From an optimization exercise on the open Yosys and OpenROAD flow, aimed at small area, a short achievable clock period and few clock cycles per item; shortcuts taken in it are not production practice. The RTL was checked by simulation tests, not by an equivalence proof against the original design. No activity file was given, so power comes from the tool's default toggle rates.

--- flow/run.sh ---
#!/bin/bash
# synth_recipe.tcl (not shown) runs the flow's synth.tcl, then flattens the netlist and writes it again
# the make line also repeats each setting of config.mk as NAME=value (left out here)
make -C /OpenROAD-flow-scripts/flow DESIGN_CONFIG=/design/flow/config.mk WORK_HOME=/design/flow/orfs CLKGATE_MAP_FILE= SYNTH_SCRIPT=/design/flow/synth_recipe.tcl finish
--- flow/config.mk ---
export PLATFORM = sky130hd
export DESIGN_NAME = bso_core
export DESIGN_NICKNAME = bso_core
export VERILOG_FILES = /design/flow/design.v
export SDC_FILE = /design/flow/constraint.sdc
export NUM_CORES = 8
export LEC_CHECK = 0
export CAP_MARGIN = 20
export CORE_MARGIN = 2
export CORE_UTILIZATION = 30
export SLEW_MARGIN = 20
--- flow/constraint.sdc ---
create_clock -name core_clock -period 12.0 [get_ports {clk}]
set_input_delay 2.4000 -clock core_clock [delete_from_list [all_inputs] [get_ports {clk}]]
set_output_delay 2.4000 -clock core_clock [all_outputs]
set_load 0.01 [all_outputs]
--- flow/design.v ---
module bitmask_primitive_engine #(
    parameter W = 64
) (
    input  wire [W-1:0] a,
    input  wire [W-1:0] b,
    input  wire [15:0]  n1,
    input  wire [15:0]  n2,
    output wire [W-1:0] r_and,
    output wire [W-1:0] r_or,
    output wire [W-1:0] r_xor,
    output wire [W-1:0] r_not,
    output wire [W-1:0] r_shl,
    output wire [W-1:0] r_shr,
    output wire [W-1:0] r_rotl,
    output wire [W-1:0] r_rotr,
    output wire [W-1:0] r_clear,
    output wire [W-1:0] r_set,
    output wire [W-1:0] r_toggle,
    output wire [W-1:0] r_extract,
    output wire         extract_bad,    
    output reg  [15:0]  r_clz,
    output reg  [15:0]  r_ctz
);
    localparam LW = $clog2(W);          
    assign r_and    = a & b;
    assign r_or     = a | b;
    assign r_xor    = a ^ b;
    assign r_not    = ~a;
    assign r_shl    = (n1 >= W) ? {W{1'b0}} : (a << n1);
    assign r_shr    = (n1 >= W) ? {W{1'b0}} : (a >> n1);
    wire [LW-1:0]  rot_k   = n1[LW-1:0];
    wire [2*W-1:0] rotl_dd = {a, a} << rot_k;
    wire [2*W-1:0] rotr_dd = {a, a} >> rot_k;
    assign r_rotl   = rotl_dd[2*W-1:W];
    assign r_rotr   = rotr_dd[W-1:0];
    assign r_clear  = a & ~b;
    assign r_set    = a | b;
    assign r_toggle = a ^ b;
    wire [16:0]  range_end = {1'b0, n1} + {1'b0, n2};
    assign extract_bad = (range_end > W);
    wire [W-1:0] ext_shifted = (n1 >= W) ? {W{1'b0}} : (a >> n1);
    wire [W-1:0] ext_mask    = (n2 >= W) ? {W{1'b1}} : ~({W{1'b1}} << n2);
    assign r_extract = ext_shifted & ext_mask;
    integer i;
    always @(*) begin
        r_clz = W;
        for (i = 0; i < W; i = i + 1)
            if (a[i]) r_clz = W[15:0] - 16'd1 - i[15:0];
    end
    always @(*) begin
        r_ctz = W;
        for (i = W - 1; i >= 0; i = i - 1)
            if (a[i]) r_ctz = i[15:0];
    end
endmodule
module set_algebra_ops #(
    parameter W = 64
) (
    input  wire [W-1:0] a,
    input  wire [W-1:0] b,
    input  wire [W-1:0] p_and,
    input  wire [W-1:0] p_or,
    input  wire [W-1:0] p_xor,
    input  wire [W-1:0] p_not,
    input  wire [W-1:0] p_shl,
    input  wire [W-1:0] p_shr,
    input  wire [W-1:0] p_rotl,
    input  wire [W-1:0] p_rotr,
    input  wire [W-1:0] p_clear,
    input  wire [W-1:0] p_set,
    input  wire [W-1:0] p_toggle,
    input  wire [W-1:0] p_extract,
    input  wire         p_extract_bad,
    input  wire [15:0]  p_clz,
    input  wire [15:0]  p_ctz,
    output wire [W-1:0] s_union,
    output wire [W-1:0] s_inter,
    output wire [W-1:0] s_diff,
    output wire [W-1:0] s_symdiff,
    output wire [W-1:0] s_compl,
    output wire         s_issub,
    output wire         s_issuper,
    output reg  [15:0]  s_card,
    output wire         s_isempty,
    output wire [15:0]  s_min,
    output wire [15:0]  s_max,
    output wire [W-1:0] s_shlunion,
    output wire [W-1:0] s_shrinter,
    output wire [W-1:0] s_rotldiff,
    output wire [W-1:0] s_rotrsymdiff,
    output wire [W-1:0] s_clrelem,
    output wire [W-1:0] s_setelem,
    output wire [W-1:0] s_tglelem,
    output wire [W-1:0] s_extsub,
    output wire         extsub_bad,
    output wire [15:0]  s_sclz,
    output wire [15:0]  s_sctz
);
    assign s_union   = p_or;
    assign s_inter   = p_and;
    assign s_diff    = p_clear;             
    assign s_symdiff = p_xor;
    assign s_compl   = p_not;
    assign s_issub   = (p_and == a);
    assign s_issuper = (p_and == b);
    assign s_isempty = (a == {W{1'b0}});
    integer i;
    always @(*) begin
        s_card = 16'd0;
        for (i = 0; i < W; i = i + 1)
            s_card = s_card + {15'd0, a[i]};
    end
    assign s_min = p_ctz;
    assign s_max = W[15:0] - 16'd1 - p_clz;
    assign s_shlunion    = p_shl | b;
    assign s_shrinter    = p_shr & b;
    assign s_rotldiff    = p_rotl & ~b;
    assign s_rotrsymdiff = p_rotr ^ b;
    assign s_clrelem  = p_clear;
    assign s_setelem  = p_set;
    assign s_tglelem  = p_toggle;
    assign s_extsub   = p_extract;
    assign extsub_bad = p_extract_bad;
    assign s_sclz     = p_clz;
    assign s_sctz     = p_ctz;
endmodule
module bso_core #(
    parameter W = 64
) (
    input  wire         clk,
    input  wire         rst,           
    input  wire         req_valid,
    input  wire [39:0]  cmd,
    input  wire [W-1:0] a,
    input  wire [W-1:0] b,
    output reg          rsp_valid,
    output reg  [W-1:0] rset,
    output reg  [15:0]  rcnt,
    output reg          rflag,
    output reg  [1:0]   err
);
    localparam [1:0] ERR_OK = 2'd0, ERR_EMPTY_SET = 2'd1,
                     ERR_INVALID_RANGE = 2'd2, ERR_ILLEGAL_OP = 2'd3;
    wire [5:0]  opc = cmd[5:0];
    wire [1:0]  rsv = cmd[7:6];
    wire [15:0] n1  = cmd[23:8];
    wire [15:0] n2  = cmd[39:24];
    wire [W-1:0] p_and, p_or, p_xor, p_not, p_shl, p_shr, p_rotl, p_rotr;
    wire [W-1:0] p_clear, p_set, p_toggle, p_extract;
    wire         p_extract_bad;
    wire [15:0]  p_clz, p_ctz;
    bitmask_primitive_engine #(.W(W)) bpe (
        .a(a), .b(b), .n1(n1), .n2(n2),
        .r_and(p_and), .r_or(p_or), .r_xor(p_xor), .r_not(p_not),
        .r_shl(p_shl), .r_shr(p_shr), .r_rotl(p_rotl), .r_rotr(p_rotr),
        .r_clear(p_clear), .r_set(p_set), .r_toggle(p_toggle),
        .r_extract(p_extract), .extract_bad(p_extract_bad),
        .r_clz(p_clz), .r_ctz(p_ctz)
    );
    wire [W-1:0] s_union, s_inter, s_diff, s_symdiff, s_compl;
    wire         s_issub, s_issuper, s_isempty;
    wire [15:0]  s_card, s_min, s_max, s_sclz, s_sctz;
    wire [W-1:0] s_shlunion, s_shrinter, s_rotldiff, s_rotrsymdiff;
    wire [W-1:0] s_clrelem, s_setelem, s_tglelem, s_extsub;
    wire         s_extsub_bad;
    set_algebra_ops #(.W(W)) sao (
        .a(a), .b(b),
        .p_and(p_and), .p_or(p_or), .p_xor(p_xor), .p_not(p_not),
        .p_shl(p_shl), .p_shr(p_shr), .p_rotl(p_rotl), .p_rotr(p_rotr),
        .p_clear(p_clear), .p_set(p_set), .p_toggle(p_toggle),
        .p_extract(p_extract), .p_extract_bad(p_extract_bad),
        .p_clz(p_clz), .p_ctz(p_ctz),
        .s_union(s_union), .s_inter(s_inter), .s_diff(s_diff),
        .s_symdiff(s_symdiff), .s_compl(s_compl),
        .s_issub(s_issub), .s_issuper(s_issuper), .s_card(s_card),
        .s_isempty(s_isempty), .s_min(s_min), .s_max(s_max),
        .s_shlunion(s_shlunion), .s_shrinter(s_shrinter),
        .s_rotldiff(s_rotldiff), .s_rotrsymdiff(s_rotrsymdiff),
        .s_clrelem(s_clrelem), .s_setelem(s_setelem), .s_tglelem(s_tglelem),
        .s_extsub(s_extsub), .extsub_bad(s_extsub_bad),
        .s_sclz(s_sclz), .s_sctz(s_sctz)
    );
    reg [W-1:0] rset_d;
    reg [15:0]  rcnt_d;
    reg         rflag_d;
    reg [1:0]   err_d;
    always @(*) begin
        rset_d  = {W{1'b0}};
        rcnt_d  = 16'd0;
        rflag_d = 1'b0;
        err_d   = ERR_OK;
        if (rsv != 2'b00) begin
            err_d = ERR_ILLEGAL_OP;
        end else begin
            case (opc)
                6'h00: rset_d = p_and;
                6'h01: rset_d = p_or;
                6'h02: rset_d = p_xor;
                6'h03: rset_d = p_not;
                6'h04: rset_d = p_shl;
                6'h05: rset_d = p_shr;
                6'h06: rset_d = p_rotl;
                6'h07: rset_d = p_rotr;
                6'h08: rset_d = p_clear;
                6'h09: rset_d = p_set;
                6'h0A: rset_d = p_toggle;
                6'h0B: if (p_extract_bad) err_d = ERR_INVALID_RANGE;
                       else               rset_d = p_extract;
                6'h0C: rcnt_d = p_clz;
                6'h0D: rcnt_d = p_ctz;
                6'h20: rset_d = s_union;
                6'h21: rset_d = s_inter;
                6'h22: rset_d = s_diff;
                6'h23: rset_d = s_symdiff;
                6'h24: rset_d = s_compl;
                6'h25: rflag_d = s_issub;
                6'h26: rflag_d = s_issuper;
                6'h27: rcnt_d = s_card;
                6'h28: rflag_d = s_isempty;
                6'h29: if (s_isempty) err_d = ERR_EMPTY_SET;
                       else           rcnt_d = s_min;
                6'h2A: if (s_isempty) err_d = ERR_EMPTY_SET;
                       else           rcnt_d = s_max;
                6'h2B: rset_d = s_shlunion;
                6'h2C: rset_d = s_shrinter;
                6'h2D: rset_d = s_rotldiff;
                6'h2E: rset_d = s_rotrsymdiff;
                6'h2F: rset_d = s_clrelem;
                6'h30: rset_d = s_setelem;
                6'h31: rset_d = s_tglelem;
                6'h32: if (s_extsub_bad) err_d = ERR_INVALID_RANGE;
                       else              rset_d = s_extsub;
                6'h33: rcnt_d = s_sclz;
                6'h34: rcnt_d = s_sctz;
                default: err_d = ERR_ILLEGAL_OP;
            endcase
        end
    end
    always @(posedge clk) begin
        if (rst || !req_valid) begin
            rsp_valid <= 1'b0;
            rset      <= {W{1'b0}};
            rcnt      <= 16'd0;
            rflag     <= 1'b0;
            err       <= ERR_OK;
        end else begin
            rsp_valid <= 1'b1;
            rset      <= rset_d;
            rcnt      <= rcnt_d;
            rflag     <= rflag_d;
            err       <= err_d;
        end
    end
endmodule
==> impl_metrics.ini <==
[cts]
h-tree-depth = 3
cts.sinks = 76
clock-root-buffer = clkbuf_16
clk_pin_slew_ns = 0.10
cts_resized = 0
cts_hold_buf = 0
tritoncts = built
post_cts_buffers = 0
numCtsBuffers = 9
cts_buffer_depth = 2

[final_layout]
final_cells = 5642
area_growth_pct = 15.0
fin_area_um2 = 37000
drive_above_1_share_pct = 19.8
final_nets = 4442
finish.utilization_pct = 34.7

[setup_path]
startpoint = a[26]
critical_path_arrival_ns = 9.39
cp.depth = 21
path_common_cell = fa_1
crit_path_max_incr_delay_ns = 0.55
endpoint = rcnt[4]
crit_slowest_cell = fa_1
cp-start-kind = input pin
critical_path_buf_inv_count = 5
end_kind = flip-flop
crit_type = in -> reg
worstPathCellList = clkdlybuf4s50_1 > buf_4 > inv_1 > fa_1 > fa_1 > inv_1 > fa_1 > inv_1 > fa_1 > fa_1 > fa_1 > fa_1 > fa_1 > fa_1 > fa_1 > nor2b_1 > o21ai_0 > nand2b_1 > xor2_1 > a21oi_1 > a31oi_1
critPathTopFamily = adder cells
critPathRequiredTime_ns = 12.35
path_max_fanout = 28

[synth]
yosysTopAreaCellShare_pct = 18.2
synthTopCellsByArea = mux4_2 (18%), mux2i_1 (6.5%), dfxtp_1 (4.7%), a21oi_1 (4.2%), mux2_2 (4.1%)
synth_edf_count = 0
avgSynthCellArea_um2 = 7.76
synth_fp_nets = 4414
yosysWarningCount = 3
yosys_most_used_dff = dfxtp_1
syn_inst = 4154
synth.cell_area_um2 = 32200
yosys.area.top_type = mux4_2
synthDistinctLibCells = 107
synth.most_common_cell = nand2_1
yosysSeqAreaShare_pct = 4.72
synth_seq_cells = 76
synthTopCellsByCount = nand2_1 (341), nor2_1 (332), clkbuf_1 (328)
async_flop_share_pct = 0

[routing]
routedWlPerCell_um = 61.8
firstDrtPassIters = 22
routed_wl_um = 349000
routed-via-count = 48400
dr.first_iter.drc_count = 11700
drc = 0
vias_per_cell = 8.58
ant_nets = 0

[floorplanning]
row_count = 120
die_x_um = 332
coreArea_um2 = 107000
fp.dieH_um = 332
die_area_um2 = 110000
io_pins = 255
start_util_pct = 30.2

[flow_run]
drv_cap = 0

[grt]
grt_pass1_wl_um = 445000
grt_usage_pct = 60.7
grt_pass1_vias = 42300
grt-ovfl-total = 0
antenna_found_initial = 51
grt_start_max_net_pins = 130

[placed_design]
dp_slack_ns = 2.58
routabilityCongestion = 1.19
hpwlAfterDp_um = 256000
place_inst = 5567
dpl_cell_area_um2 = 36400
portBuffers = 254

[sta]
min_period_over_period_pct = 75.4
setup_violations = 0
maxSlewViolCount = 0
period_needed_ns = 9.05
setup_tns_ns = 0
hold_ws_ns = 2.66
tightestPinTransition_ns = 1.44
rsz0062_at_grt = no
hold_viol_final = 0
relSlewSlack_pct = 3.37
fmaxAchievable_mhz = 111
worst_slack_ns = 2.95

[pwr]
total_power_mw = 4.19
p_per_area_nw_per_um2 = 113
leakagePower_nw = 12.9
vdd_ir_drop_max_uv = 791

[outcome]
status = complete, no violations

[min_path]
hp-class = in -> reg
[registers in the layout (all words and copies together) (netlist names)]
signal / cells
rset: 64
rcnt: 8
err: 2
rflag: 1
rsp_valid: 1
[area by class of cell]
| class | instances | area, µm² |
|---|---|---|
| clock buffer | 9 | 225 |
| clock inverter | 7 | 73.8 |
| antenna | 52 | 130 |
| timing repair buffer | 530 | 4660 |
| tap | 1403 | 1760 |
| multi-input combinational | 3393 | 28000 |
| inverter | 172 | 651 |
| sequential | 76 | 1520 |
| fill | 11300 | 69700 |
[cell usage in the layout (no fill, tap or decap), types with 52 or more instances in the layout]
cell type,Yosys,layout
nand2_1,341,337
nor2_1,332,317
a21oi_1,270,265
buf_4,39,264
mux4_2,260,260
clkdlybuf4s50_1,0,242
o21ai_0,234,227
mux2i_1,210,205
inv_1,164,162
o22ai_1,122,121
mux2_2,117,117
nand3_1,94,94
nor3_1,100,91
o211ai_1,87,87
a211oi_1,93,83
dfxtp_1,76,76
a221oi_1,59,59
a31oi_1,59,58
a22oi_1,57,57
fa_1,55,55
diode_2,0,52
[where the power goes]
part	internal (mW)	switching [mW]
logic	1.26	2.34
clock network	0.163	0.160
registers	0.255	0.00130
[worst min-delay path by stage]
stage	start	endpoint	slack, ns	cells past startpoint
final	cmd[13]	rset[63]	2.66	3
after global routing	cmd[13]	rset[63]	2.64	3
after CTS	cmd[13]	rset[63]	2.62	3
after detailed placement	cmd[13]	rset[63]	3.03	3
after global placement	cmd[13]	rset[63]	3.03	3
after floorplan	req_valid	rsp_valid	2.56	2
[layer usage]
metal	GRT usage (%)	routed length, µm
met5	8.51	1540
met4	52.8	42600
met3	41.0	62700
met2	77.4	124000
met1	66.5	117000
[kinds of logic (layout without fill, tap and decap cells)]
kind of cell	after synthesis	count (layout)	share of synthesized area [%]
flops	76	76	4.72
xor+xnor	33	33	0.897
buf+inv	685	718	9.45
fa+ha+maj	89	89	4.74
other cells	1	53	0.0116
compound gates	1475	1475	32.1
simple gates	1182	1182	17.5
mux	613	613	30.6
Testbench counts, summed over its fixed seeds: cycles 64,000, items 64,000.

[afterwards: timing with drivers on the ports]
The results above use ideal ports. As a check the final layout listed here was re-extracted and re-timed, cells and wires unchanged. Step 1: set_driving_cell puts a clkbuf_16 on clk and a buf_2 on each other input, an assumption about the parent block. Step 2, shift: input delay + t, output delay - t, t = (earliest + latest rising clock arrival at the registers) / 2. This alone moves slack from input paths to output paths. a / b / c = ideal ports / drivers / drivers and shift; a / b = the first two.
t, ns: 0.481
setup WS [ns]: 2.955 / 2.993 / 2.512
clock arrival spread, ns: 0.030 / 0.030
After both steps setup and hold are still met in this run. For this run, drivers alone change the setup slack by +0.038 ns; drivers and shift together by -0.443 ns.
